This is an optimization exercise on Yosys and OpenROAD, whose aim is small area, a short achievable clock period and few clock cycles, not a production implementation.
Where RTL was checked, it was by simulation tests only, not by an equivalence proof against the original.
The RTL of run 5 was laid out without a check of its function.
Power figures rest on the tool's default switching activity, not on a simulated workload.

File: design/flow/config.mk
export PLATFORM = sky130hd
export DESIGN_NAME = picoweb_engine
export DESIGN_NICKNAME = picoweb_engine
export VERILOG_FILES = /design/flow/design.v
export SDC_FILE = /design/flow/constraint.sdc
export NUM_CORES = 4
export LEC_CHECK = 0
export CAP_MARGIN = 20
export CORE_MARGIN = 2
export CORE_UTILIZATION = 72
export SLEW_MARGIN = 20
File: design/flow/constraint.sdc
create_clock -name core_clock -period 10.0 [get_ports {clk}]
set_input_delay 2.0000 -clock core_clock [delete_from_list [all_inputs] [get_ports {clk}]]
set_output_delay 2.0000 -clock core_clock [all_outputs]
set_load 0.01 [all_outputs]
File: design/flow/design.v
module picoweb_engine (
    input  wire        clk,
    input  wire        rst,
    input  wire        cmd_valid,
    output wire        cmd_ready,
    input  wire [1:0]  cmd_op,       
    input  wire [7:0]  cmd_type,     
    input  wire [7:0]  cmd_ctx,      
    input  wire [15:0] cmd_len,      
    input  wire [15:0] cmd_addr,     
    input  wire [5:0]  rx_len,       
    output wire [4:0]  rx_addr,
    input  wire [7:0]  rx_data,
    output wire [15:0] pay_addr,
    input  wire [7:0]  pay_data,
    output wire        tx_valid,
    output wire [7:0]  tx_data,
    output wire        ev_valid,
    output wire [1:0]  ev_kind,      
    output wire [7:0]  ev_type,
    output wire [7:0]  ev_ctx,
    output wire [7:0]  ev_data,
    output wire        rsp_valid,
    output wire [2:0]  rsp_status
);
    localparam MARKER = 8'hA5;
    localparam OP_TICK = 2'd0, OP_SUBMIT = 2'd1, OP_REGISTER = 2'd2, OP_PING = 2'd3;
    localparam E_IDLE = 2'd0, E_AWAIT = 2'd1, E_SENDING = 2'd2, E_RECV = 2'd3;
    localparam S_IDLE = 3'd0,    
               S_RD   = 3'd1,    
               S_DEC  = 3'd2,    
               S_PAY  = 3'd3,    
               S_TX   = 3'd4,    
               S_FLS  = 3'd5,    
               S_RSP  = 3'd6;    
    localparam A_NONE = 3'd0, A_NOOP = 3'd1, A_START = 3'd2, A_REJ = 3'd3,
               A_ACK = 3'd4, A_END = 3'd5, A_DATA = 3'd6, A_RESEND = 3'd7;
    reg [2:0]  st;
    reg        rdy;
    reg        rspv;
    reg [1:0]  estate;
    reg [2:0]  q_n;
    reg [7:0]  h_seq;
    reg [2:0]  pp_n;
    reg        last_valid;
    reg        txv;
    reg        evv;
    reg        bodyon;
    reg        flushing;         
    reg        flp;              
    reg        pingld;           
    reg [6:0]  q_type [0:3];
    reg [7:0]  q_ctx  [0:3];
    reg [15:0] q_len  [0:3];
    reg [15:0] q_addr [0:3];
    reg [7:0]  pp [0:3];
    reg [2:0]  d_code;           
    reg [7:0]  d_seq, d_ctx;
    reg [7:0]  d_cks;            
    reg [7:0]  d_b0;             
    reg [7:0]  txd;
    reg [4:0]  tpos;             
    reg [15:0] paddr;
    reg [4:0]  raddr;
    reg        syn;              
    reg [7:0]  acc;              
    reg [7:0]  f_type, f_ctx;    
    reg [5:0]  f_len;            
    reg [2:0]  f_kc;             
    reg [1:0]  stat;             
    reg [1:0]  evk;
    integer i;
    assign cmd_ready  = rdy;
    assign rx_addr    = raddr;
    assign pay_addr   = paddr;
    assign tx_valid   = txv;
    assign tx_data    = txd;
    assign ev_valid   = evv;
    assign ev_kind    = evk;
    assign ev_type    = f_type;
    assign ev_ctx     = f_ctx;
    assign ev_data    = acc;
    assign rsp_valid  = rspv;
    assign rsp_status = {stat, 1'b0};
    wire in_rd  = (st == S_RD);
    wire in_dec = (st == S_DEC);
    wire in_pay = (st == S_PAY);
    wire in_tx  = (st == S_TX);
    wire in_fls = (st == S_FLS);
    wire accept = rdy && cmd_valid;
    wire rd_last = in_rd && raddr >= 5'd4 && {1'b0, raddr} + 6'd1 == f_len;
    wire [15:0] h_rem = q_len[0];
    wire [4:0]  h_k   = (h_rem > 16'd24) ? 5'd24 : h_rem[4:0];
    wire        ok      = (acc == 8'd0);
    wire        own     = f_type[0];
    wire        is_noop = syn || (!own && ok && f_kc == 3'd0);
    reg [2:0] act;
    reg [1:0] est_n;
    reg       rec, mark, body, pop;
    always @(*) begin
        act   = A_NONE;
        est_n = estate;
        rec   = 1'b0;
        mark  = 1'b0;
        body  = 1'b0;
        pop   = 1'b0;
        if (is_noop) begin
            if (q_n == 3'd0)
                act = A_NOOP;
            else if (estate == E_IDLE) begin
                act   = A_START;
                est_n = E_AWAIT;
            end
        end else if (own) begin
        end else if (!ok) begin
            act = A_REJ;
        end else begin
            case (f_kc)
            3'd1: rec = 1'b1;
            3'd2: mark = 1'b1;
            3'd3: begin
                case (estate)
                E_IDLE:    act = A_NOOP;
                E_AWAIT:   est_n = E_SENDING;
                E_SENDING: begin
                    if (h_rem != 16'd0)
                        act = A_DATA;
                    else begin
                        act   = A_END;
                        pop   = 1'b1;
                        est_n = E_IDLE;
                    end
                end
                default: ;
                endcase
            end
            3'd4: if (last_valid) act = A_RESEND;
            3'd5: begin act = A_ACK; est_n = E_RECV; end
            3'd6: begin act = A_ACK; est_n = E_IDLE; end
            default: begin
                if (estate == E_RECV && f_len >= 6'd9) begin
                    act  = A_ACK;
                    body = 1'b1;
                end
            end
            endcase
        end
    end
    wire flush = (est_n == E_IDLE);
    reg pp_hit;
    always @(*) begin
        pp_hit = 1'b0;
        for (i = 0; i < 4; i = i + 1)
            if (pp_n > i && pp[i] == f_ctx) pp_hit = 1'b1;
    end
    wire pp_rec = in_dec && rec && !pp_hit && pp_n != 3'd4;
    wire pay_last  = in_pay && (tpos == 5'd0);
    wire more_pong = (pp_n != 3'd0) && (in_fls || (in_tx && tpos == 5'd31 && flushing));
    wire ld_dec    = in_dec && act != A_NONE && act != A_DATA && act != A_RESEND;
    wire ld        = ld_dec || more_pong || pay_last;     
    wire ld_d      = ld || pingld;                         
    reg [2:0] n_code;
    reg [7:0] n_seq, n_ctx, n_b0;
    always @(*) begin
        n_code = 3'd0; n_seq = 8'd0; n_ctx = 8'd0; n_b0 = 8'd0;
        if (pingld) n_code = 3'd1;                           
        else case (st)
        S_PAY: begin                                         
            n_code = 3'd7; n_seq = h_seq; n_ctx = q_ctx[0]; n_b0 = {3'd0, h_k};
        end
        S_DEC: begin
            case (act)
            A_ACK: begin
                n_code = 3'd3; n_seq = rx_data; n_ctx = f_ctx;
            end
            A_REJ: begin
                n_code = 3'd4; n_seq = rx_data; n_ctx = f_ctx; n_b0 = f_type;
            end
            A_START: begin
                n_code = 3'd5; n_seq = h_seq; n_ctx = q_ctx[0];
            end
            A_END: begin
                n_code = 3'd6; n_seq = h_seq; n_ctx = q_ctx[0];
            end
            default: ;                                       
            endcase
        end
        default: begin n_code = 3'd2; n_ctx = pp[0]; end     
        endcase
    end
    wire [7:0] n_tbyte = (n_code == 3'd7) ? {q_type[0], 1'b1} : {4'd0, n_code, 1'b1};
    wire [7:0] d_tbyte = (d_code == 3'd7) ? {q_type[0], 1'b1} : {4'd0, d_code, 1'b1};
    wire [4:0] d_blen  = (d_code == 3'd7) ? d_b0[4:0] :
                         (d_code == 3'd4) ? 5'd1 : (d_code == 3'd5) ? 5'd3 : 5'd0;
    wire [7:0] d_lbyte = 8'd8 + {3'd0, d_blen};
    wire [7:0] d_bodyx = (d_code == 3'd7) ? d_cks :
                         (d_code == 3'd4) ? d_b0 :
                         (d_code == 3'd5) ? ({q_type[0], 1'b1} ^ h_rem[15:8] ^ h_rem[7:0]) : 8'd0;
    wire [7:0] d_cksum = d_tbyte ^ d_seq ^ d_ctx ^ d_lbyte ^ d_bodyx;
    wire [4:0] nx    = tpos + 5'd1;
    wire [4:0] nj    = nx - 5'd8;
    reg  [7:0] nbyte;
    always @(*) begin
        case (nx)
        5'd1: nbyte = d_seq;
        5'd2: nbyte = d_ctx;
        5'd3: nbyte = d_lbyte;
        5'd4: nbyte = d_cksum;
        5'd5, 5'd6, 5'd7: nbyte = 8'd0;
        default: begin
            if (nj >= d_blen)
                nbyte = 8'd0;
            else if (d_code == 3'd7)
                nbyte = pay_data;
            else if (d_code == 3'd4)
                nbyte = d_b0;
            else if (nj == 5'd0)
                nbyte = {q_type[0], 1'b1};
            else if (nj == 5'd1)
                nbyte = h_rem[15:8];
            else
                nbyte = h_rem[7:0];
        end
        endcase
    end
    always @(posedge clk) begin
        if (rst) begin
            st         <= S_IDLE;
            rdy        <= 1'b1;
            rspv       <= 1'b0;
            estate     <= E_IDLE;
            q_n        <= 3'd0;
            h_seq      <= 8'd0;
            pp_n       <= 3'd0;
            last_valid <= 1'b0;
            txv        <= 1'b0;
            evv        <= 1'b0;
            bodyon     <= 1'b0;
            flushing   <= 1'b0;
            flp        <= 1'b0;
            pingld     <= 1'b0;
        end else begin
            pingld <= 1'b0;
            evv <= bodyon || (flp && !in_dec) || (in_dec && mark);
            if (bodyon && {1'b0, raddr} + 6'd1 == f_len) bodyon <= 1'b0;
            if (flp && !in_dec) flp <= 1'b0;
            if (ld) begin
                last_valid <= 1'b1;
                txv        <= 1'b1;
                st         <= S_TX;
            end
            if (more_pong)
                pp_n <= pp_n - 3'd1;
            if (pp_rec)
                pp_n <= pp_n + 3'd1;
            case (st)
            S_IDLE: begin
                if (cmd_valid) begin
                    rdy <= 1'b0;
                    case (cmd_op)
                    OP_TICK:
                        st <= (rx_len < 6'd8) ? S_DEC : S_RD;
                    OP_SUBMIT: begin
                        if (cmd_type[7:1] >= 7'd7 && q_n != 3'd4)
                            q_n <= q_n + 3'd1;
                        rspv <= 1'b1;
                        st   <= S_RSP;
                    end
                    OP_REGISTER: begin
                        rspv <= 1'b1;
                        st   <= S_RSP;
                    end
                    OP_PING: begin
                        flushing   <= 1'b0;
                        pingld     <= 1'b1;
                        last_valid <= 1'b1;
                        txv        <= 1'b1;
                        st         <= S_TX;
                    end
                    endcase
                end
            end
            S_RD: begin
                if (raddr == 5'd0 && (syn || rx_data[0]))
                    st <= S_DEC;
                else if (rd_last)
                    st <= S_DEC;
            end
            S_DEC: begin
                estate   <= est_n;
                flushing <= flush;
                flp      <= flush;
                bodyon   <= body;
                if (pop) begin
                    q_n   <= q_n - 3'd1;
                    h_seq <= 8'd0;
                end
                case (act)
                A_NONE: begin
                    if (flush)
                        st <= S_FLS;
                    else begin
                        rspv <= 1'b1;
                        st   <= S_RSP;
                    end
                end
                A_DATA:   st  <= S_PAY;
                A_RESEND: begin
                    txv <= 1'b1;
                    st  <= S_TX;
                end
                default: ;
                endcase
            end
            S_PAY:
                if (pay_last) h_seq <= h_seq + 8'd1;
            S_FLS:
                if (pp_n == 3'd0) begin
                    rspv <= 1'b1;
                    st   <= S_RSP;
                end
            S_TX: begin
                if (tpos == 5'd31) begin
                    if (!more_pong) txv <= 1'b0;
                end else if (tpos == 5'd30 && !(flushing && pp_n != 3'd0))
                    rspv <= 1'b1;
            end
            default: ;
            endcase
            if (rspv) begin
                rspv     <= 1'b0;
                rdy      <= 1'b1;
                st       <= S_IDLE;
                flushing <= 1'b0;
            end
        end
    end
    wire q_sh = in_dec && pop;
    always @(posedge clk) begin
        for (i = 0; i < 3; i = i + 1) begin
            if ((rdy && q_n == i) || q_sh) begin
                q_type[i] <= rdy ? cmd_type[7:1] : q_type[i+1];
                q_ctx[i]  <= rdy ? cmd_ctx       : q_ctx[i+1];
            end
            if ((rdy && q_n == i) || q_sh || (i == 0 && pay_last)) begin
                q_len[i]  <= rdy ? cmd_len  : (i == 0 && in_pay) ? h_rem - {11'd0, h_k} : q_len[i+1];
                q_addr[i] <= rdy ? cmd_addr : (i == 0 && in_pay) ? paddr + 16'd1        : q_addr[i+1];
            end
        end
        if (rdy && q_n == 3'd3) begin
            q_type[3] <= cmd_type[7:1];
            q_ctx[3]  <= cmd_ctx;
            q_len[3]  <= cmd_len;
            q_addr[3] <= cmd_addr;
        end
    end
    always @(posedge clk) begin
        for (i = 0; i < 4; i = i + 1)
            if ((pp_rec && pp_n == i) || (more_pong && i < 3))
                pp[i] <= in_dec ? f_ctx : pp[(i + 1) % 4];
    end
    always @(posedge clk) begin
        if (pay_last)
            d_cks <= acc ^ pay_data;
        if (ld_d) begin
            d_code <= n_code; d_seq <= n_seq; d_ctx <= n_ctx; d_b0 <= n_b0;
        end
    end
    wire [4:0] raddr_inc = raddr + 5'd1;
    wire [4:0] raddr_n   = (st == S_IDLE) ? 5'd3 :
                           (st == S_DEC)  ? 5'd8 :
                           rd_last        ? 5'd1 :
                           (st == S_RD && raddr == 5'd3) ? 5'd0 :
                           (st == S_RD && raddr == 5'd2) ? 5'd4 : raddr_inc;
    always @(posedge clk) raddr <= raddr_n;
    always @(posedge clk) begin
        if (bodyon) begin
            evk   <= 2'd0;
            acc   <= rx_data;
        end
        if (flp && !in_dec) begin
            evk    <= 2'd2;
            acc    <= 8'd0;
            f_type <= 8'd0;
            f_ctx  <= 8'd0;
        end
        if (ld) begin
            txd  <= n_tbyte;
            tpos <= 5'd0;
        end else if (in_dec && act == A_RESEND) begin
            txd  <= d_tbyte;
            tpos <= 5'd0;
        end else if (in_tx) begin
            tpos <= nx;
            txd  <= pingld ? 8'h00 : nbyte;
            if (tpos == 5'd6)
                paddr <= q_addr[0] - {11'd0, d_b0[4:0]};
            else
                paddr <= paddr + 16'd1;
        end
        case (st)
        S_IDLE: begin
            txd   <= 8'h03;              
            tpos  <= 5'd0;
            acc   <= 8'd0;
            f_len <= (rx_len > 6'd32) ? 6'd32 : rx_len;
            syn   <= (rx_len < 6'd8);
            stat  <= (cmd_op != OP_SUBMIT)    ? 2'd0 :
                     (cmd_type[7:1] < 7'd7)   ? 2'd1 :
                     (q_n == 3'd4)            ? 2'd2 : 2'd0;
        end
        S_RD: begin
            acc <= acc ^ rx_data;
            case (raddr)
            5'd0: f_type <= rx_data;
            5'd1: f_kc <= (f_type[7:1] < 7'd7) ? f_type[3:1] : 3'd7;
            5'd2: f_ctx <= rx_data;
            5'd3: begin
                f_len <= rx_data[5:0];
                syn   <= (rx_data < 8'd8) || (rx_data > {2'b00, f_len});
            end
            default: ;
            endcase
        end
        S_DEC: begin
            if (mark) begin
                evk <= 2'd1;
                acc <= MARKER;
            end
            if (act == A_DATA) begin
                paddr <= q_addr[0];
                tpos  <= h_k - 5'd1;
                acc   <= 8'd0;
            end
        end
        S_PAY: begin
            acc   <= acc ^ pay_data;
            paddr <= paddr + 16'd1;
            if (!pay_last) tpos <= tpos - 5'd1;
        end
        default: ;
        endcase
    end
endmodule
File: design/flow/flow/run.sh
#!/bin/bash
# Standard ORFS layout of the design (the standard.sh, its constraint.sdc
# unchanged), with these changes to how the layout is made:
#  - repair_timing aims for extra setup slack (SETUP_SLACK_MARGIN),
#  - the port buffers are buf_2 cells (repair may resize them),
#  - clock tree synthesis inserts no dummy loads, and clusters more sinks per buffer.
set -euo pipefail
export SETUP_SLACK_MARGIN=${MARGIN:-6.8}
export BUFFER_PORTS_ARGS="-buffer_cell sky130_fd_sc_hd__buf_2"
export CTS_ARGS="-sink_clustering_enable -repair_clock_nets -dont_use_dummy_load -sink_clustering_size ${CTS_SIZE:-20} -sink_clustering_max_diameter ${CTS_DIAM:-100}"
bash standard.sh finish > flow_finish.log 2>&1
File: design/flow/standard.sh
#!/bin/bash
# synth_recipe.tcl (not shown) runs the flow's synth.tcl, then flattens the netlist and writes it again
# the make line also repeats each setting of config.mk as NAME=value (left out here)
make -C /OpenROAD-flow-scripts/flow DESIGN_CONFIG=/design/flow/config.mk WORK_HOME=/design/flow/orfs CLKGATE_MAP_FILE= SYNTH_SCRIPT=/design/flow/synth_recipe.tcl "${@:-finish}"
==> results of run 1 <==
## metrics by stage
stage | area [sq um] | total power, uW | setup slack [ns] | util | std cells
floorplan | 19620 | 3350 | 6.542 | - | 2066
global placement | 20400 | 3856 | 5.829 | 0.7613 | 2440
detailed placement | 20400 | 3919 | 5.888 | 0.7613 | 2440
CTS | 21430 | 4862 | 6.709 | 0.7996 | 2490
global route | 22000 | 5367 | 6.357 | 0.8211 | 2523
finish | 22000 | 5188 | 6.296 | 0.8211 | 2523
## worst reg2reg max path, stage by stage (launching register included)
cell      delay [ns]
edfxtp_1        0.51
or4_4           0.24
nor4_4          0.04
buf_6           0.16
buf_4           0.16
nand2_8         0.11
nand2_4         0.07
ha_4            0.18
nor3_1          0.32
inv_1           0.15
a211o_1         0.35
buf_4           0.17
o41ai_1         0.44
nand3b_1        0.22
o21ai_0         0.16
o21ai_1         0.14
## kinds of logic (layout without fill, tap and decap cells)
group / after synthesis / count (layout)
AND/OR/NAND/NOR: 695 / 698
XOR/XNOR: 138 / 138
AO/OA/AOI/OAI: 521 / 521
buffers and inverters: 278 / 391
flip-flops: 355 / 355
multiplexers: 25 / 25
adder cells (fa/ha/maj): 52 / 52
other: 2 / 2
## timing repair
item,CTS,global route
pin swaps,11,32
buffers inserted,27,32
resized for setup,80,80
cloned,2,1
setup endpoints to repair,253,164
## cells in the final DEF (no fill, tap or decap), drive strengths merged, types with 16 or more instances in the layout
| cell type | netlist | final |
|---|---|---|
| xor2 | 55 | 55 |
| nor3 | 61 | 61 |
| nand2b | 25 | 26 |
| dfxtp | 88 | 88 |
| a21oi | 100 | 100 |
| o21ai | 226 | 226 |
| and3 | 20 | 20 |
| nand4 | 16 | 16 |
| clkbuf | 107 | 21 |
| nor2 | 139 | 139 |
| edfxtp | 267 | 267 |
| nor4 | 17 | 17 |
| a211oi | 20 | 20 |
| xnor2 | 78 | 78 |
| inv | 159 | 158 |
| and2 | 16 | 16 |
| nor2b | 20 | 20 |
| nand2 | 292 | 292 |
| a22oi | 28 | 28 |
| ha | 51 | 51 |
| mux2i | 17 | 17 |
| buf | 12 | 211 |
| a221oi | 18 | 18 |
| nand3 | 52 | 52 |
## routing by layer
| layer | vias up | GRT usage | share of wire |
|---|---|---|---|
| met4 | 0 | 0.1638 | 0.052 |
| met3 | 304 | 0.07038 | 0.13 |
| li1 | 7563 | - | - |
| met2 | 1466 | 0.6338 | 0.44 |
| met1 | 8289 | 0.5945 | 0.37 |
| met5 | - | 0 | 0 |
## cell type report
cell class,instances,area share
Sequential cell,355,0.4472
Multi-Input combinational cell,1436,0.4224
Timing Repair Buffer,211,0.05965
Inverter,159,0.02752
Clock buffer,21,0.02388
Tap cell,341,0.01939
## power by group
group	total, uW	switching (uW)	internal, uW
Clock	837	463	374
Combinational	2140	1290	859
Sequential	2210	328	1880
Total	5190	2080	3110
## final timing paths
path,from,end,slack [ns]
worst min register to register,flp,evk[0],0.48
worst min-delay path,flp,evk[0],0.48
worst max-delay path,q_len[0][14],q_len[0][10],6.30
worst max register to register,q_len[0][14],q_len[0][10],6.30
## state kept, by name, indices dropped and copies added, names as in the netlist, 5 cells and up
register / count
q_ctx: 32
q_len: 64
h_seq: 8
txd: 8
acc: 8
q_type: 28
d_ctx: 8
paddr: 16
pp: 32
f_type: 8
f_len: 6
d_cks: 8
d_seq: 8
raddr: 5
tpos: 5
f_ctx: 8
d_b0: 8
q_addr: 64
==> run_results.csv, run 1 <==
group,metric,value,unit
timing,tns,0,ns
yosys,synthTopCellsByCount,"nand2_1, edfxtp_1, o21ai_0",
worst_setup_path,crit_top_cell,"buf_4",
route,wirelength,62060,microns
route,drc_errors,0,
clock_network,insertion_delay,0.55,ns
route,wl_per_cell,24.60,microns
timing,maxSlewHeadroom,0.3684,
clock_network,clock_path_buffers,3,
global_route,grt_usage,0.4136,
timing,worstMarginPinSlew,0.9402,ns
worst_setup_path,cp-start-kind,"flip-flop",
yosys,synth_compound_area_frac,0.1666,
worst_setup_path,worst-path-buf-inv,4,
clock_network,cts_tree,"built",
pwr,pwr_density_cell,235.8,nW/um^2
global_route,grt_pass1_vias,16030,
yosys,synth-async-reset-ratio,0,
worst_setup_path,reg2regPathDepth,15,
placed_design,portBuffers,134,
route,postRouteAntennaNets,0,
worst_setup_path,cp.arrival,3.95,ns
clock_network,clock_sinks,355,
yosys,synthSimpleGateAreaFrac,0.1666,
layout,multi_input_area,9294,sq um
yosys,ys_ff_latch,355,
timing,max_freq,270.0,MHz
layout,regArea,9841,sq um
placed_design,hpwl,40680,microns
yosys,synth-xor-area-share,0.06524,
clock_network,numCtsBuffers,21,
global_route,grt_remaining_overflow,0,
status,status,"timing/DRC/antenna clean",
yosys,synth_top_family_by_area,"simple AND/OR/NAND/NOR gates",
layout,nNetsFinal,2311,
yosys,synth_ff_type,"edfxtp_1",
die,fp.dieArea,28530,sq um
yosys,synthTopCellsByArea,"edfxtp_1, dfxtp_1, o21ai_0",
pwr,p_leak,0.008760,uW
timing,rsz0062_at_grt,"yes",
timing,whs,0.4766,ns
yosys,yosys.area_share.adder,0.03361,
yosys,synth_top_cell_by_area,"edfxtp_1",
timing,finalClockSkew,0.02231,ns
worst_setup_path,critPathRequiredTime,10.24,ns
yosys,postSynthAreaPerCell,9.478,sq um
die,start_util,0.7306,
yosys,yosysMostFrequentCell,"nand2_1",
worst_hold_path,min_path_type,"flip-flop to flip-flop",
layout,fillers,1555,
global_route,antenna_found_initial,0,
worst_setup_path,crit_path_top_delay_cell,"edfxtp_1",
route,firstDrtPassIters,8,
global_route,grt_max_degree,107,
job,cap_violations,0,
worst_setup_path,path_depth,15,
yosys,netlist_area,19580,sq um
die,die_h,168.9,microns
placed_design,gp_congestion,1.084,
die,die_x,168.9,microns
yosys,yosys_warnings,6,
timing,setup_viol,0,
yosys,synth_nets,2193,
clock_network,cts_max_level,1,
route,vias,17620,
yosys,synthMuxAreaShare,0.01329,
yosys,synth_cell_types,88,
layout,diodes,0,
worst_hold_path,hold_depth,1,
timing,post-route-min-period,3.704,ns
timing,finalCritPeriodShare,0.3704,
die,row_count,60,
clock_network,clk_pin_slew_worst_paths,0.09,ns
clock_network,cts_hold_buf,0,
worst_setup_path,crit_fanout,7,
clock_network,root_buffer,"clkbuf_16",
worst_setup_path,cp_slowest_stage_delay,0.51,ns
worst_setup_path,path_class,"flip-flop to flip-flop",
worst_setup_path,endpoint_kind,"flip-flop",
route,drtIter0Drc,3356,
timing,drv_slew,0,
yosys,ys_seq_area_frac,0.4994,
pwr,vdd_drop_max,0.2007,mV
yosys,synth_edf_count,267,
worst_setup_path,cp_top_family,"compound AO/OA/AOI/OAI gates",
layout,area_delta_synth_final,12.38,%
layout,final_layout_size_suffix_gt1_frac,0.1760,
yosys,yosysTopAreaCellShare,0.4095,
die,fp.coreArea,26800,sq um
global_route,grt_pass1_wl,90530,microns
timing,hold_viol_final,0,
worst_setup_path,path_cells,"or4_4 > nor4_4 > buf_6 > buf_4 > nand2_8 > nand2_4 > ha_4 > nor3_1 > inv_1 > a211o_1 > buf_4 > o41ai_1 > nand3b_1 > o21ai_0 > o21ai_1",
die,pin_count,137,
route,viasPerCell,6.985,
yosys,syn_inst,2066,
Testbench counts, summed over its fixed seeds: cycles 105,091.
==> run 2: changes to the inputs <==
--- a/design/flow/flow/run.sh
+++ b/design/flow/flow/run.sh
@@ -5,7 +5,7 @@
 #  - the port buffers are buf_2 cells (repair may resize them),
 #  - clock tree synthesis inserts no dummy loads, and clusters more sinks per buffer.
 set -euo pipefail
-export SETUP_SLACK_MARGIN=${MARGIN:-6.8}
+export SETUP_SLACK_MARGIN=${MARGIN:-6.7}
 export BUFFER_PORTS_ARGS="-buffer_cell sky130_fd_sc_hd__buf_2"
 export CTS_ARGS="-sink_clustering_enable -repair_clock_nets -dont_use_dummy_load -sink_clustering_size ${CTS_SIZE:-20} -sink_clustering_max_diameter ${CTS_DIAM:-100}"
 bash standard.sh finish > flow_finish.log 2>&1
--- a/design/flow/config.mk
+++ b/design/flow/config.mk
@@ -7,5 +7,5 @@
 export LEC_CHECK = 0
 export CAP_MARGIN = 20
 export CORE_MARGIN = 2
-export CORE_UTILIZATION = 72
+export CORE_UTILIZATION = 60
 export SLEW_MARGIN = 20
==> run 2 against run 1 <==
Compared with the run above: utilization is 15 points lower; first-iteration DRC count is 44% lower; clock power is 3.6% higher; setup slack better by 0.42 ns; combinational power is 7% lower; register-to-register slack better by 0.44 ns; maximum frequency is 13% higher; critical path depth is 14 lower; count of clock-buffer cells in the layout is 1 higher.
==> run_results.csv, run 2 <==
group,metric,value,unit
pwr,pwr_density_cell,231.0,nW/um^2
timing,hold_viol_final,0,
route,postRouteAntennaNets,0,
worst_setup_path,cp.arrival,1.29,ns
worst_setup_path,endpoint_kind,"primary output",
route,vias,16250,
yosys,synth_edf_count,267,
worst_setup_path,cp_top_family,"flip-flops",
layout,regArea,9806,sq um
clock_network,root_buffer,"clkbuf_16",
timing,post-route-min-period,3.288,ns
timing,tns,0,ns
die,fp.dieArea,34100,sq um
route,viasPerCell,6.245,
clock_network,clock_path_buffers,3,
worst_setup_path,reg2reg_slack,6.74,ns
layout,nNetsFinal,2288,
yosys,synthTopCellsByCount,"nand2_1, edfxtp_1, o21ai_0",
worst_setup_path,crit_fanout,9,
global_route,grt_max_degree,129,
worst_setup_path,cp-start-kind,"flip-flop",
global_route,grt_pass1_vias,14930,
clock_network,numCtsBuffers,22,
worst_setup_path,path_class,"flip-flop to primary output",
global_route,grt_pass1_wl,86760,microns
die,fp.coreArea,32370,sq um
worst_setup_path,reg2regPathDepth,7,
yosys,synth_top_cell_by_area,"edfxtp_1",
worst_setup_path,r2r-start,"q_len[0][12]",
placed_design,hpwl,40890,microns
route,dr_wl_met2,25540,microns
worst_setup_path,worst-path-buf-inv,1,
layout,fillers,2643,
yosys,ys_ff_latch,355,
yosys,synth-async-reset-ratio,0,
worst_hold_path,whs_endpoint,"evk[1]",
layout,reg.largest.list,"q_addr x64, q_len x64",
global_route,antenna_found_initial,2,
yosys,synthTopCellsByArea,"edfxtp_1, dfxtp_1, o21ai_0",
clock_network,clk_pin_slew_worst_paths,0.09,ns
worst_hold_path,min_from,"evk[1]",
route,wl_per_cell,22.34,microns
layout,multi_input_area,9165,sq um
die,die_x,184.7,microns
placed_design,dpl.cell_count,2544,
worst_setup_path,reg2reg_to,"d_b0[0]",
layout,mostFrequentLayoutCells,"nand2_1, edfxtp_1, o21ai_0, inv_1, buf_2",
worst_hold_path,min_path_type,"flip-flop to flip-flop",
clock_network,clock_sinks,355,
route,firstDrtPassIters,7,
yosys,ys_seq_area_frac,0.4994,
yosys,postSynthAreaPerCell,9.478,sq um
placed_design,portBuffers,134,
timing,rsz0062_at_grt,"yes",
timing,max_freq,304.2,MHz
layout,utilization,0.6740,
clock_network,cts_hold_buf,0,
timing,finalClockSkew,0.04517,ns
job,cap_violations,0,
die,pin_count,137,
yosys,yosysMostFrequentCell,"nand2_1",
worst_setup_path,path_depth,1,
timing,setup_viol,0,
placed_design,gp_congestion,0.9599,
route,wirelength,58130,microns
layout,final_common_cell,"nand2_1",
route,drc_errors,0,
route,drtIter0Drc,1885,
die,start_util,0.6049,
layout,stdcell_area,21820,sq um
yosys,synth_nets,2193,
yosys,yosys_warnings,6,
clock_network,cts_tree,"built",
layout,final_layout_size_suffix_gt1_frac,0.1524,
pwr,vdd_drop_max,0.1710,mV
route,wl_met1,25410,microns
worst_setup_path,cp_slowest_stage_delay,0.55,ns
worst_setup_path,critPathRequiredTime,8.00,ns
worst_hold_path,hold_depth,2,
timing,maxSlewHeadroom,0.1008,
yosys,netlist_area,19580,sq um
yosys,yosysTopAreaCellShare,0.4095,
status,status,"timing/DRC/antenna clean",
layout,stdcell_count,2602,
layout,area_delta_synth_final,11.42,%
worst_setup_path,crit_path_top_delay_cell,"dfxtp_2",
pwr,p_leak,0.008606,uW
yosys,synth_ff_type,"edfxtp_1",
pwr,power,5041,uW
timing,drv_slew,0,
global_route,grt_remaining_overflow,0,
timing,finalCritPeriodShare,0.3288,
global_route,grt_usage,0.3349,
placed_design,place_area,20530,sq um
clock_network,cts_max_level,1,
route,met3_length,5526,microns
timing,worstMarginPinSlew,1.344,ns
worst_setup_path,path_cells,"buf_2",
clock_network,insertion_delay,0.56,ns
yosys,synth_cell_types,88,
route,routed.top_layer,"met5",
die,row_count,66,
die,die_h,184.7,microns
yosys,syn_inst,2066,
-- run 2: changes by cell type in the layout (fill, tap and decap cells not counted), sizes merged --
cell    previous run  this run
or3               12        10
diode              0         1
buf              211       189
clkbuf            21        22
-- run 2: where the power goes --
group	leakage [uW]	switching [uW]	internal, uW
sequential	0.00321	328	1870
combinational	0.00512	1190	784
clock	0.000271	477	391
-- run 2: how the worst max path moves through the flow --
stage / startpoint / endpoint
2_1_floorplan: rx_data[1] / syn
3_3_place_gp: d_code[1] / txd[1]
3_5_place_dp: tpos[0] / paddr[0]
4_1_cts: acc[6] / q_addr[0][10]
5_1_grt: q_len[0][1] / q_len[0][12]
6_report: f_type[0] / ev_type[0]
-- run 2: area by class of cell --
cell class / count / area share
flip-flops and latches: 355 / 0.4494
well taps: 442 / 0.02535
clock buffers: 22 / 0.02523
multi-input cells: 1434 / 0.4201
diodes: 1 / 0.0001147
repair buffers: 189 / 0.05213
inverters: 159 / 0.02764
-- run 2: through the flow --
stage | setup slack, ns | hold WS [ns]
after floorplan | 6.474 | 0.4297
after global placement | 5.875 | 0.4317
after detailed placement | 5.877 | 0.4419
after CTS | 6.618 | 0.4561
after global routing | 6.652 | 0.4855
final | 6.712 | 0.4549
-- run 2: repair_timing --
| item | in CTS | in global routing |
|---|---|---|
| pin swaps | 4 | 17 |
| resized for setup | 57 | 54 |
| setup buffers | 20 | 14 |
| hold endpoints to repair | 0 | 0 |
| setup endpoints to repair | 239 | 175 |
| gates cloned | 0 | 1 |
-- run 2: worst min-delay path: stages (launching register included) --
cell and delay [ns]:
dfxtp_1 0.32, nand2_1 0.06, nand2_1 0.04
-- run 2: metal layers --
| layer | global-route usage | vias to the layer above |
|---|---|---|
| met2 | 0.4989 | 822 |
| met3 | 0.05967 | 102 |
| met4 | 0.09524 | 2 |
| met1 | 0.5022 | 7812 |
| li1 | - | 7511 |
| met5 | 0 | - |
-- run 2: logic make-up after synthesis --
| family | share of synthesized area |
|---|---|
| other | 0.0003835 |
| buffers and inverters | 0.05489 |
| flip-flops | 0.4994 |
| AO/OA/AOI/OAI | 0.1666 |
| multiplexers | 0.01329 |
| adder cells (fa/ha/maj) | 0.03361 |
| AND/OR/NAND/NOR | 0.1666 |
| XOR/XNOR | 0.06524 |
==> run 3: changes to the inputs <==
==> design/flow/flow/run.sh (replaced) <==
#!/bin/bash
# Standard ORFS layout of the design (the standard.sh, its constraint.sdc
# unchanged), with these changes to how the layout is made:
#  - repair_timing aims for extra setup slack (SETUP_SLACK_MARGIN),
#  - the port buffers are buf_1 cells (repair may resize them),
#  - clock tree synthesis inserts no dummy loads, and clusters more sinks per buffer.
set -euo pipefail
export SETUP_SLACK_MARGIN=${MARGIN:-6.8}
export BUFFER_PORTS_ARGS="-buffer_cell sky130_fd_sc_hd__buf_1"
export CTS_ARGS="-sink_clustering_enable -repair_clock_nets -dont_use_dummy_load -sink_clustering_size ${CTS_SIZE:-20} -sink_clustering_max_diameter ${CTS_DIAM:-100}"
bash standard.sh finish > flow_finish.log 2>&1
==> run 3 against run 2 <==
Compared with the run above: still clean on timing, DRC and antenna; clock skew fell by 0.0032 ns; register-to-register slack improved by 0.05 ns; die area did not move; routed wire length rose by 1.1%; non-clock buffer count rose by 41; final cell count rose by 1.7%; hold slack got worse by 0.0035 ns; sequential cell count did not move; clock power fell by 0.7%; power rose by 2.9%; maximum frequency rose by 1.1%; critical path type is now input pin to flip-flop.
==> run_results.csv, run 3 <==
group,metric,value,unit
pwr,p_leak,0.008475,uW
route,drc_errors,0,
die,fp.coreArea,32370,sq um
layout,mostFrequentLayoutCells,"nand2_1, edfxtp_1, o21ai_0, inv_1, buf_1",
yosys,syn_inst,2066,
clock_network,clock_sinks,355,
worst_hold_path,min_path_type,"flip-flop to flip-flop",
yosys,yosysMostFrequentCell,"nand2_1",
global_route,met1_usage,0.5179,
placed_design,gp_congestion,0.9690,
layout,final_layout_size_suffix_gt1_frac,0.1294,
clock_network,insertion_delay,0.55,ns
worst_setup_path,cp.arrival,3.54,ns
yosys,synthSimpleGateAreaFrac,0.1666,
worst_setup_path,crit_fanout,2,
yosys,synthMuxAreaShare,0.01329,
yosys,synth_edf_count,267,
yosys,ys_seq_area_frac,0.4994,
clock_network,numCtsBuffers,22,
job,cap_violations,0,
placed_design,portBuffers,134,
placed_design,dpl.cell_count,2548,
layout,regArea,9864,sq um
route,vias,16530,
layout,fillers,2597,
global_route,antenna_found_initial,0,
yosys,synth-xor-area-share,0.06524,
yosys,synth_top_cell_by_area,"edfxtp_1",
clock_network,cts_tree,"built",
timing,drv_slew,0,
timing,hold_viol_final,0,
route,postRouteAntennaNets,0,
global_route,grt_pass1_vias,14840,
yosys,synth_cell_types,88,
die,fp.dieArea,34100,sq um
die,die_h,184.7,microns
timing,finalClockSkew,0.04195,ns
clock_network,cts_hold_buf,0,
layout,area_delta_synth_final,13.35,%
global_route,busiest_layer,"met1",
route,wirelength,58760,microns
timing,finalCritPeriodShare,0.3251,
global_route,grt_use_met3,0.05631,
die,die_x,184.7,microns
placed_design,hpwl,41240,microns
status,status,"timing/DRC/antenna clean",
timing,worstMarginPinSlew,1.053,ns
yosys,synth_nets,2193,
layout,reg.largest.list,"q_addr x64, q_len x64",
die,row_count,66,
timing,tns,0,ns
yosys,yosys.area_share.adder,0.03361,
yosys,synth-async-reset-ratio,0,
global_route,grt_pass1_wl,88510,microns
yosys,synthTopCellsByArea,"edfxtp_1, dfxtp_1, o21ai_0",
yosys,postSynthAreaPerCell,9.478,sq um
timing,setup_viol,0,
yosys,yosys_warnings,6,
clock_network,root_buffer,"clkbuf_16",
global_route,grt_max_degree,130,
global_route,globalRouteMet2Util,0.4992,
yosys,netlist_area,19580,sq um
global_route,grt_usage,0.3413,
layout,stdcell_count,2645,
pwr,pwr_density_cell,233.6,nW/um^2
layout,final_common_cell,"nand2_1",
route,viasPerCell,6.250,
die,start_util,0.6049,
timing,post-route-min-period,3.251,ns
clock_network,clk_pin_slew_worst_paths,0.09,ns
route,firstDrtPassIters,6,
worst_setup_path,cp-start-kind,"input pin",
yosys,synthTopCellsByCount,"nand2_1, edfxtp_1, o21ai_0",
yosys,synth_ff_type,"edfxtp_1",
timing,rsz0062_at_grt,"yes",
timing,maxSlewHeadroom,0.2970,
global_route,grt_remaining_overflow,0,
yosys,synth_top_family_by_area,"simple AND/OR/NAND/NOR gates",
timing,max_freq,307.6,MHz
clock_network,clock_path_buffers,3,
worst_setup_path,critPathRequiredTime,10.29,ns
pwr,vdd_drop_max,0.1517,mV
layout,multi_input_area,9331,sq um
route,drtIter0Drc,1857,
worst_setup_path,path_class,"input pin to flip-flop",
clock_network,cts_max_level,1,
yosys,synth_compound_area_frac,0.1666,
layout,nNetsFinal,2332,
worst_setup_path,endpoint_kind,"flip-flop",
yosys,yosysTopAreaCellShare,0.4095,
die,pin_count,137,
layout,diodes,0,
route,wl_per_cell,22.22,microns
worst_setup_path,reg2reg_slack,6.79,ns
yosys,ys_ff_latch,355,
run 3: cell counts after synthesis:
Identical to the previous run, type by type.
run 3: cell families after synthesis:
| kind of cell | count (synthesis) |
|---|---|
| XOR/XNOR | 138 |
| multiplexers | 25 |
| other | 2 |
| adder cells (fa/ha/maj) | 52 |
| flip-flops | 355 |
| AND/OR/NAND/NOR | 695 |
| AO/OA/AOI/OAI | 521 |
| buffers and inverters | 278 |
run 3: worst paths after layout:
kind                                   start  endpoint  cells past startpoint
worst max-delay path              rx_data[1]       syn                     12
worst min-delay path                  evk[1]    evk[1]                      2
worst max register to register  q_len[0][11]    txd[3]                     11
worst min register to register        evk[1]    evk[1]                      2
run 3: cell type report:
type | instances | share of cell area
Tap cell | 442 | 0.02492
Clock buffer | 22 | 0.02480
Multi-Input combinational cell | 1437 | 0.4204
Inverter | 159 | 0.02706
Timing Repair Buffer | 230 | 0.05840
Sequential cell | 355 | 0.4444
run 3: where the power goes:
part	switching [uW]	internal, uW
combinational	1240	880
clock	470	391
sequential	317	1880
total	2030	3150
run 3: stage by stage:
step             util  setup slack [ns]  power [uW]  instance area [sq um]  hold slack, ns
5_1_grt        0.6857             6.629        5438                  22200          0.4690
3_3_place_gp   0.6309             5.915        3870                  20420          0.4325
6_report       0.6857             6.749        5185                  22200          0.4515
3_5_place_dp   0.6310             5.828        3914                  20430          0.4373
2_1_floorplan       -             6.542        3350                  19620          0.4297
4_1_cts        0.6648             6.619        4934                  21520          0.4530
run 3: layer usage:
| layer | wire, microns | vias up | share of wire |
|---|---|---|---|
| met2 | 25600 | 810 | 0.44 |
| met5 | 0 | - | 0 |
| met3 | 5738 | 133 | 0.098 |
| met4 | 1979 | 0 | 0.034 |
| met1 | 25450 | 7999 | 0.43 |
| li1 | - | 7590 | - |
run 3: what timing repair did:
action / in CTS / in global routing
resized for setup: 103 / 75
cloned: 3 / 1
pin swaps: 9 / 29
hold endpoints to repair: 0 / 0
setup buffers: 24 / 47
setup endpoints to repair: 275 / 165
run 3: worst max-delay path, stage by stage:
cell and delay [ns]:
buf_1 0.08, buf_6 0.13, ha_4 0.23, nor2b_4 0.11
o21a_1 0.16, o21a_1 0.16, o21ai_1 0.13, nand2b_1 0.09
a21oi_2 0.13, a31oi_1 0.05, nor4_1 0.17, o21ai_1 0.08
==> run 4: changes to the inputs <==
==> design/flow/flow/run.sh (replaced) <==
#!/bin/bash
# Standard ORFS layout of the design (the standard.sh, its constraint.sdc
# unchanged), with these changes to how the layout is made:
#  - repair_timing aims for extra setup slack (SETUP_SLACK_MARGIN),
#  - the port buffers are buf_2 cells (repair may resize them),
#  - clock tree synthesis inserts no dummy loads, and clusters more sinks per buffer.
set -euo pipefail
export SETUP_SLACK_MARGIN=${MARGIN:-6.7}
export BUFFER_PORTS_ARGS="-buffer_cell sky130_fd_sc_hd__buf_2"
export CTS_ARGS="-sink_clustering_enable -repair_clock_nets -dont_use_dummy_load -sink_clustering_size ${CTS_SIZE:-25} -sink_clustering_max_diameter ${CTS_DIAM:-110}"
bash standard.sh finish > flow_finish.log 2>&1
==> run 4 against run 3 <==
Compared with the run above: clock skew down 0.0083 ns; sequential cell count unchanged; design area down 1.3%; critical path type is now flip-flop to primary output.
==> run_results.csv, run 4 <==
group,metric,value,unit
yosys,yosysTopAreaCellShare,0.4095,
timing,fin_ws,6.722,ns
yosys,ys_ff_latch,355,
timing,tns,0,ns
timing,hold_viol_final,0,
worst_setup_path,cp-start-kind,"flip-flop",
pwr,pwr_density_cell,229.9,nW/um^2
yosys,synth_cell_types,88,
layout,multi_input_area,9225,sq um
yosys,synth_top_cell_by_area,"edfxtp_1",
timing,post-route-min-period,3.278,ns
route,wirelength,58320,microns
placed_design,dpl.cell_count,2544,
worst_setup_path,worst-path-buf-inv,1,
yosys,synth_nets,2193,
layout,reg.largest.list,"q_addr x64, q_len x64",
layout,area_delta_synth_final,11.91,%
die,die_x,184.7,microns
worst_setup_path,crit_fanout,9,
worst_setup_path,reg2reg_to,"tpos[2]",
pwr,p_leak,0.008665,uW
clock_network,numCtsBuffers,18,
layout,regArea,9806,sq um
yosys,yosysMostFrequentCell,"nand2_1",
worst_setup_path,cp_top_family,"flip-flops",
worst_setup_path,crit_path_top_delay_cell,"dfxtp_2",
worst_setup_path,path_class,"flip-flop to primary output",
worst_setup_path,endpoint_kind,"primary output",
worst_hold_path,whs_endpoint,"evk[1]",
yosys,synthTopCellsByCount,"nand2_1, edfxtp_1, o21ai_0",
placed_design,place_ws,5.877,ns
pwr,pwr-share-clk,0.155,
pwr,comb_power_share,0.409,
worst_setup_path,path_cells,"buf_2",
status,status,"timing/DRC/antenna clean",
clock_network,cts_max_level,1,
worst_setup_path,critPathRequiredTime,8.00,ns
timing,maxSlewHeadroom,0.1375,
worst_setup_path,r2r-start,"q_len[0][7]",
route,viasPerCell,6.243,
global_route,grt_pass1_vias,14880,
job,cap_violations,0,
die,die_h,184.7,microns
route,vias,16330,
yosys,yosys_warnings,6,
die,fp.dieArea,34100,sq um
placed_design,portBuffers,134,
route,firstDrtPassIters,5,
timing,worstMarginPinSlew,1.289,ns
timing,finalClockSkew,0.03369,ns
yosys,synth-async-reset-ratio,0,
pwr,vdd_drop_max,0.1683,mV
yosys,postSynthAreaPerCell,9.478,sq um
global_route,grt_max_degree,129,
route,drtIter0Drc,2025,
worst_setup_path,cp.arrival,1.28,ns
yosys,synth_edf_count,267,
yosys,ys_seq_area_frac,0.4994,
global_route,grt_remaining_overflow,0,
die,start_util,0.6049,
layout,fillers,2618,
yosys,synthTopCellsByArea,"edfxtp_1, dfxtp_1, o21ai_0",
clock_network,cts_tree,"built",
clock_network,clock_path_buffers,3,
timing,finalCritPeriodShare,0.3278,
global_route,grt_usage,0.3337,
timing,setup_viol,0,
timing,max_freq,305.1,MHz
worst_setup_path,cp_slowest_stage_delay,0.55,ns
layout,stdcell_count,2615,
placed_design,gp_congestion,0.9599,
worst_hold_path,min_from,"evk[1]",
die,row_count,66,
clock_network,clock_sinks,355,
route,wl_per_cell,22.30,microns
die,fp.coreArea,32370,sq um
worst_hold_path,hold_depth,2,
layout,stdcell_area,21910,sq um
yosys,syn_inst,2066,
layout,nNetsFinal,2301,
pwr,power_frac_seq,0.437,
placed_design,place_area,20530,sq um
clock_network,root_buffer,"clkbuf_16",
pwr,power.internal,3035,uW
timing,rsz0062_at_grt,"yes",
clock_network,cts_hold_buf,0,
global_route,antenna_found_initial,2,
worst_hold_path,min_path_type,"flip-flop to flip-flop",
route,postRouteAntennaNets,0,
layout,final_common_cell,"nand2_1",
clock_network,insertion_delay,0.53,ns
layout,final_layout_size_suffix_gt1_frac,0.1621,
layout,mostFrequentLayoutCells,"nand2_1, edfxtp_1, o21ai_0, inv_1, buf_2",
yosys,synth_ff_type,"edfxtp_1",
pwr,power,5037,uW
pwr,p_sw,2002,uW
timing,drv_slew,0,
die,pin_count,137,
worst_setup_path,reg2reg_slack,6.75,ns
clock_network,clk_pin_slew_worst_paths,0.10,ns
global_route,grt_pass1_wl,86530,microns
worst_setup_path,reg2regPathDepth,11,
placed_design,hpwl,40890,microns
pwr,switching_share,0.3975,
yosys,netlist_area,19580,sq um
route,drc_errors,0,
-- run 4: cell counts after synthesis --
Identical to the previous run, type by type.
-- run 4: cell families (layout without fill, tap and decap cells) --
kind of cell	count (synthesis)	in the layout	synth area share
AND/OR/NAND/NOR	695	696	0.1666
AO/OA/AOI/OAI	521	521	0.1666
flip-flops	355	355	0.4994
buffers and inverters	278	383	0.05489
XOR/XNOR	138	138	0.06524
adder cells (fa/ha/maj)	52	52	0.03361
multiplexers	25	25	0.01329
other	2	3	0.0003835
-- run 4: area by class of cell --
type | count | share of cell area
Sequential cell | 355 | 0.4475
Multi-Input combinational cell | 1434 | 0.4210
Timing Repair Buffer | 206 | 0.05812
Inverter | 159 | 0.02752
Tap cell | 442 | 0.02524
Clock buffer | 18 | 0.02056
Antenna cell | 1 | 0.0001142
-- run 4: worst max-delay path by stage --
stage / from / endpoint / slack [ns] / cells past startpoint
3_5_place_dp: tpos[0] / paddr[0] / 5.88 / 11
5_1_grt: f_kc[0] / acc[3] / 6.64 / 9
4_1_cts: st[1] / q_len[0][3] / 6.62 / 7
2_1_floorplan: rx_data[1] / syn / 6.47 / 10
6_report: f_type[0] / ev_type[0] / 6.72 / 1
3_3_place_gp: d_code[1] / txd[1] / 5.87 / 12
-- run 4: power by group through the flow --
stage	combinational (uW)	sequential [uW]	clock, uW
5_1_grt	2210	2220	835
6_report	2060	2200	780
3_3_place_gp	1650	2230	0
3_5_place_dp	1680	2240	0
4_1_cts	1820	2190	791
2_1_floorplan	1270	2080	0
-- run 4: through the flow --
stage	hold slack [ns]	utilization
2_1_floorplan	0.4297	-
3_3_place_gp	0.4317	0.6342
3_5_place_dp	0.4419	0.6342
4_1_cts	0.4580	0.6591
5_1_grt	0.4880	0.6769
6_report	0.4569	0.6769
-- run 4: per-layer routing --
metal / wire (microns) / GRT usage
met3: 6050 / 0.06283
met5: 9 / 0
met1: 25190 / 0.5005
met2: 25410 / 0.4935
met4: 1667 / 0.09683
-- run 4: what timing repair did --
action | 4_1_cts | 5_1_grt
setup endpoints to repair | 255 | 164
gates cloned | 0 | 1
endpoints found under the hold margin | 0 | 0
gates resized for setup | 57 | 63
buffers inserted | 19 | 32
pin swaps | 4 | 21
==> run 5: changes to the inputs <==
--- a/design/flow/design.v
+++ b/design/flow/design.v
@@ -90,7 +90,8 @@
     wire accept = rdy && cmd_valid;
     wire rd_last = in_rd && raddr >= 5'd4 && {1'b0, raddr} + 6'd1 == f_len;
     wire [15:0] h_rem = q_len[0];
-    wire [4:0]  h_k   = (h_rem > 16'd24) ? 5'd24 : h_rem[4:0];
+    reg  [4:0]  h_k;
+    reg         h_nz;
     wire        ok      = (acc == 8'd0);
     wire        own     = f_type[0];
     wire        is_noop = syn || (!own && ok && f_kc == 3'd0);
@@ -123,7 +124,7 @@
                 E_IDLE:    act = A_NOOP;
                 E_AWAIT:   est_n = E_SENDING;
                 E_SENDING: begin
-                    if (h_rem != 16'd0)
+                    if (h_nz)
                         act = A_DATA;
                     else begin
                         act   = A_END;
@@ -336,6 +337,13 @@
         end
     end
     wire q_sh = in_dec && pop;
+    wire [15:0] qlen0_d = rdy ? cmd_len : in_pay ? h_rem - {11'd0, h_k} : q_len[1];
+    always @(posedge clk) begin
+        if ((rdy && q_n == 3'd0) || q_sh || pay_last) begin
+            h_k  <= (qlen0_d > 16'd24) ? 5'd24 : qlen0_d[4:0];
+            h_nz <= (qlen0_d != 16'd0);
+        end
+    end
     always @(posedge clk) begin
         for (i = 0; i < 3; i = i + 1) begin
             if ((rdy && q_n == i) || q_sh) begin
@@ -343,7 +351,7 @@
                 q_ctx[i]  <= rdy ? cmd_ctx       : q_ctx[i+1];
             end
             if ((rdy && q_n == i) || q_sh || (i == 0 && pay_last)) begin
-                q_len[i]  <= rdy ? cmd_len  : (i == 0 && in_pay) ? h_rem - {11'd0, h_k} : q_len[i+1];
+                q_len[i]  <= (i == 0) ? qlen0_d : rdy ? cmd_len : q_len[i+1];
                 q_addr[i] <= rdy ? cmd_addr : (i == 0 && in_pay) ? paddr + 16'd1        : q_addr[i+1];
             end
         end
==> design/flow/flow/run.sh (replaced) <==
#!/bin/bash
# Standard ORFS layout of the design (the standard.sh, its constraint.sdc
# unchanged), with these changes to how the layout is made:
#  - repair_timing aims for extra setup slack (SETUP_SLACK_MARGIN),
#  - the port buffers are buf_2 cells (repair may resize them),
#  - clock tree synthesis inserts no dummy loads, and clusters more sinks per buffer.
set -euo pipefail
export SETUP_SLACK_MARGIN=${MARGIN:-6.8}
export BUFFER_PORTS_ARGS="-buffer_cell sky130_fd_sc_hd__buf_2"
export CTS_ARGS="-sink_clustering_enable -repair_clock_nets -dont_use_dummy_load -sink_clustering_size ${CTS_SIZE:-20} -sink_clustering_max_diameter ${CTS_DIAM:-100}"
bash standard.sh finish > flow_finish.log 2>&1
==> run 5 against run 4 <==
Compared with the run above: final cell count unchanged; hold slack got worse by 0.013 ns; die area increased by 2.0%; clock power increased by 11%; non-clock buffer count decreased by 23; maximum frequency decreased by 0.55%; sequential cell count increased by 6; area after synthesis increased by 2.0%; power increased by 9.4%; critical endpoint is now h_k[4]; largest cell class unchanged.
==> run_results.csv, run 5 <==
group,metric,value,unit
status,status,"timing/DRC/antenna clean",
global_route,grt_usage,0.3204,
placed_design,portBuffers,134,
yosys,synth_ff_type,"edfxtp_1",
route,wl_per_cell,21.76,microns
clock_network,clk_pin_slew_worst_paths,0.08,ns
yosys,synth_edf_count,273,
yosys,synthTopCellsByCount,"edfxtp_1, nand2_1, o21ai_0",
timing,maxSlewHeadroom,0.2680,
yosys,yosys.area_share.adder,0.03646,
clock_network,cts_hold_buf,0,
timing,finalCritPeriodShare,0.3296,
route,firstDrtPassIters,7,
clock_network,insertion_delay,0.56,ns
yosys,synth_nets,2211,
layout,nNetsFinal,2305,
yosys,ys_seq_area_frac,0.4987,
yosys,yosys_warnings,6,
worst_setup_path,critPathRequiredTime,10.31,ns
die,die_h,186.4,microns
layout,area_delta_synth_final,10.52,%
global_route,antenna_found_initial,2,
route,postRouteAntennaNets,0,
route,vias,16290,
route,wirelength,56890,microns
yosys,synthMuxAreaShare,0.01165,
yosys,synth_top_cell_by_area,"edfxtp_1",
timing,rsz0062_at_grt,"yes",
layout,utilization,0.6767,
yosys,synth_compound_area_frac,0.1636,
yosys,synthSimpleGateAreaFrac,0.1697,
worst_setup_path,path_class,"input pin to flip-flop",
route,drc_errors,0,
worst_setup_path,reg2reg_slack,6.74,ns
yosys,synth-async-reset-ratio,0,
worst_setup_path,crit_end,"h_k[4]",
timing,worstMarginPinSlew,1.090,ns
timing,fin_ws,6.704,ns
worst_setup_path,endpoint_kind,"flip-flop",
timing,max_freq,303.4,MHz
pwr,p_leak,0.008793,uW
yosys,syn_inst,2079,
die,fp.dieArea,34760,sq um
layout,mostFrequentLayoutCells,"edfxtp_1, nand2_1, o21ai_0, inv_1, buf_2",
timing,post-route-min-period,3.296,ns
global_route,grt_pass1_wl,87570,microns
die,row_count,66,
timing,hold_viol_final,0,
yosys,yosysMostFrequentCell,"edfxtp_1",
yosys,postSynthAreaPerCell,9.606,sq um
worst_setup_path,crit_fanout,5,
die,die_x,186.4,microns
timing,setup_viol,0,
pwr,pwr_density_cell,249.7,nW/um^2
clock_network,numCtsBuffers,22,
worst_setup_path,startpoint,"cmd_len[7]",
global_route,grt_pass1_vias,15210,
worst_hold_path,min_path_type,"flip-flop to flip-flop",
yosys,synth_cell_types,96,
yosys,synth_top_family_by_area,"simple AND/OR/NAND/NOR gates",
clock_network,root_buffer,"clkbuf_16",
route,drtIter0Drc,1887,
die,pin_count,137,
timing,whs,0.4439,ns
placed_design,gp_congestion,0.9559,
layout,final_common_cell,"edfxtp_1",
worst_setup_path,reg2regPathDepth,10,
placed_design,dpl.cell_count,2559,
layout,stdcell_count,2615,
die,start_util,0.6123,
placed_design,place_ws,5.938,ns
yosys,synth-xor-area-share,0.06559,
clock_network,clock_sinks,361,
layout,final_layout_size_suffix_gt1_frac,0.1548,
route,viasPerCell,6.231,
worst_setup_path,cp.arrival,3.61,ns
placed_design,hpwl,39460,microns
layout,fillers,2584,
yosys,synthTopCellsByArea,"edfxtp_1, dfxtp_1, o21ai_0",
pwr,vdd_drop_max,0.1690,mV
die,fp.coreArea,32620,sq um
yosys,ys_ff_latch,361,
clock_network,cts_max_level,1,
global_route,grt_max_degree,95,
worst_setup_path,reg2reg_to,"h_k[4]",
timing,finalClockSkew,0.07127,ns
job,cap_violations,0,
worst_setup_path,r2r-start,"st[0]",
clock_network,clock_path_buffers,3,
layout,reg.largest.list,"q_addr x64, q_len x64",
global_route,grt_remaining_overflow,0,
timing,tns,0,ns
worst_setup_path,cp-start-kind,"input pin",
clock_network,cts_tree,"built",
yosys,yosysTopAreaCellShare,0.4105,
timing,drv_slew,0,
yosys,netlist_area,19970,sq um
-- run 5: cell types whose count changed in the layout (fill, tap and decap cells not counted), moves of 8 or more --
cell	before	now
o31ai_1	4	15
buf_4	66	43
o21ai_0	215	200
or4_1	4	13
dfxtp_1	71	51
nand3_1	52	64
dfxtp_2	15	30
xor2_1	55	66
a221oi_2	8	0
nand2_1	284	263
-- run 5: repair_timing --
action / 4_1_cts / 5_1_grt
gates resized for setup: 53 / 56
endpoints found under the setup margin: 172 / 152
setup buffers: 17 / 13
gates cloned: 1 / 1
pin swaps: 3 / 9
-- run 5: critical path, stage by stage --
cell and delay (ns):
buf_8 0.10, nand2_8 0.07, nand3_2 0.07, or4_1 0.42, and3_4 0.17, a21oi_2 0.10, nand4_1 0.19, buf_4 0.20
or3_1 0.29
-- run 5: worst min path at each step --
stage,cells after the start,end,startpoint,slack (ns)
CTS,2,evk[1],evk[1],0.45
global placement,2,evk[1],evk[1],0.43
global route,1,evk[0],flp,0.50
detailed placement,2,evk[1],evk[1],0.43
finish,2,evk[1],evk[1],0.44
floorplan,1,evk[0],flp,0.43
-- run 5: kinds of logic after synthesis --
| kind of cell | count (synthesis) |
|---|---|
| buffers and inverters | 280 |
| multiplexers | 22 |
| XOR/XNOR | 143 |
| other | 1 |
| adder cells (fa/ha/maj) | 57 |
| AND/OR/NAND/NOR | 703 |
| AO/OA/AOI/OAI | 512 |
| flip-flops | 361 |
-- run 5: per-layer routing --
metal / share of wire / GRT usage / up-vias
li1: - / - / 7613
met1: 0.43 / 0.4705 / 7826
met2: 0.45 / 0.4960 / 746
met3: 0.080 / 0.03517 / 108
met4: 0.037 / 0.1132 / 0
met5: 0 / 0 / -
-- run 5: layout make-up --
type / instances / area [sq um] / share of cell area
Timing Repair Buffer: 183 / 1096 / 0.04966
Multi-Input combinational cell: 1439 / 9218 / 0.4176
Antenna cell: 2 / 5.005 / 0.0002267
Tap cell: 442 / 553.0 / 0.02506
Inverter: 166 / 626.9 / 0.02840
Sequential cell: 361 / 10020 / 0.4541
Clock buffer: 22 / 550.5 / 0.02494
-- run 5: metrics by stage --
step,cell area [sq um],total power [uW]
detailed placement,20920,4441
floorplan,20010,3746
global placement,20920,4395
finish,22070,5511
CTS,21800,5380
global route,22070,5786
-- run 5: report_power, final --
group | switching [uW] | internal [uW] | total (uW)
registers | 392 | 2000 | 2400
clock network | 471 | 391 | 862
logic | 1380 | 877 | 2250

==> what the ideal ports hide <==
The flow's constraints put no driver on any port. The routed layouts listed below were extracted and timed again, unchanged, in two steps.
Step 1 sets driving cells, clkbuf_16 on the clock port and buf_2 on the other inputs (assumed; they add their load-dependent delay and slew).
Step 2 adds t to the input delays and takes it off the output delays; t is the mean of the earliest and latest rising clock arrival at the registers after step 1. Input paths then give back, and output paths get back, about the clock's delay inside the block.
Three values: ideal ports, drivers, drivers and shift; two values: the first two.
| run | t, ns | setup slack, ns | slew at the worst register clock pin (ns) |
|---|---|---|---|
| run 1 | 0.587 | 6.296 / 6.296 / 6.290 | 0.09 / 0.09 |
| run 2 | 0.589 | 6.712 / 6.659 / 6.222 | 0.09 / 0.09 |
| run 3 | 0.580 | 6.749 / 6.754 / 6.203 | 0.10 / 0.10 |
| run 4 | 0.567 | 6.722 / 6.669 / 6.247 | 0.11 / 0.11 |
| run 5 | 0.581 | 6.704 / 6.719 / 6.138 | 0.09 / 0.09 |
After both steps setup and hold are still met in every run listed. For run 5, which loses most, drivers alone change the setup slack by +0.015 ns; drivers and shift together by -0.566 ns.
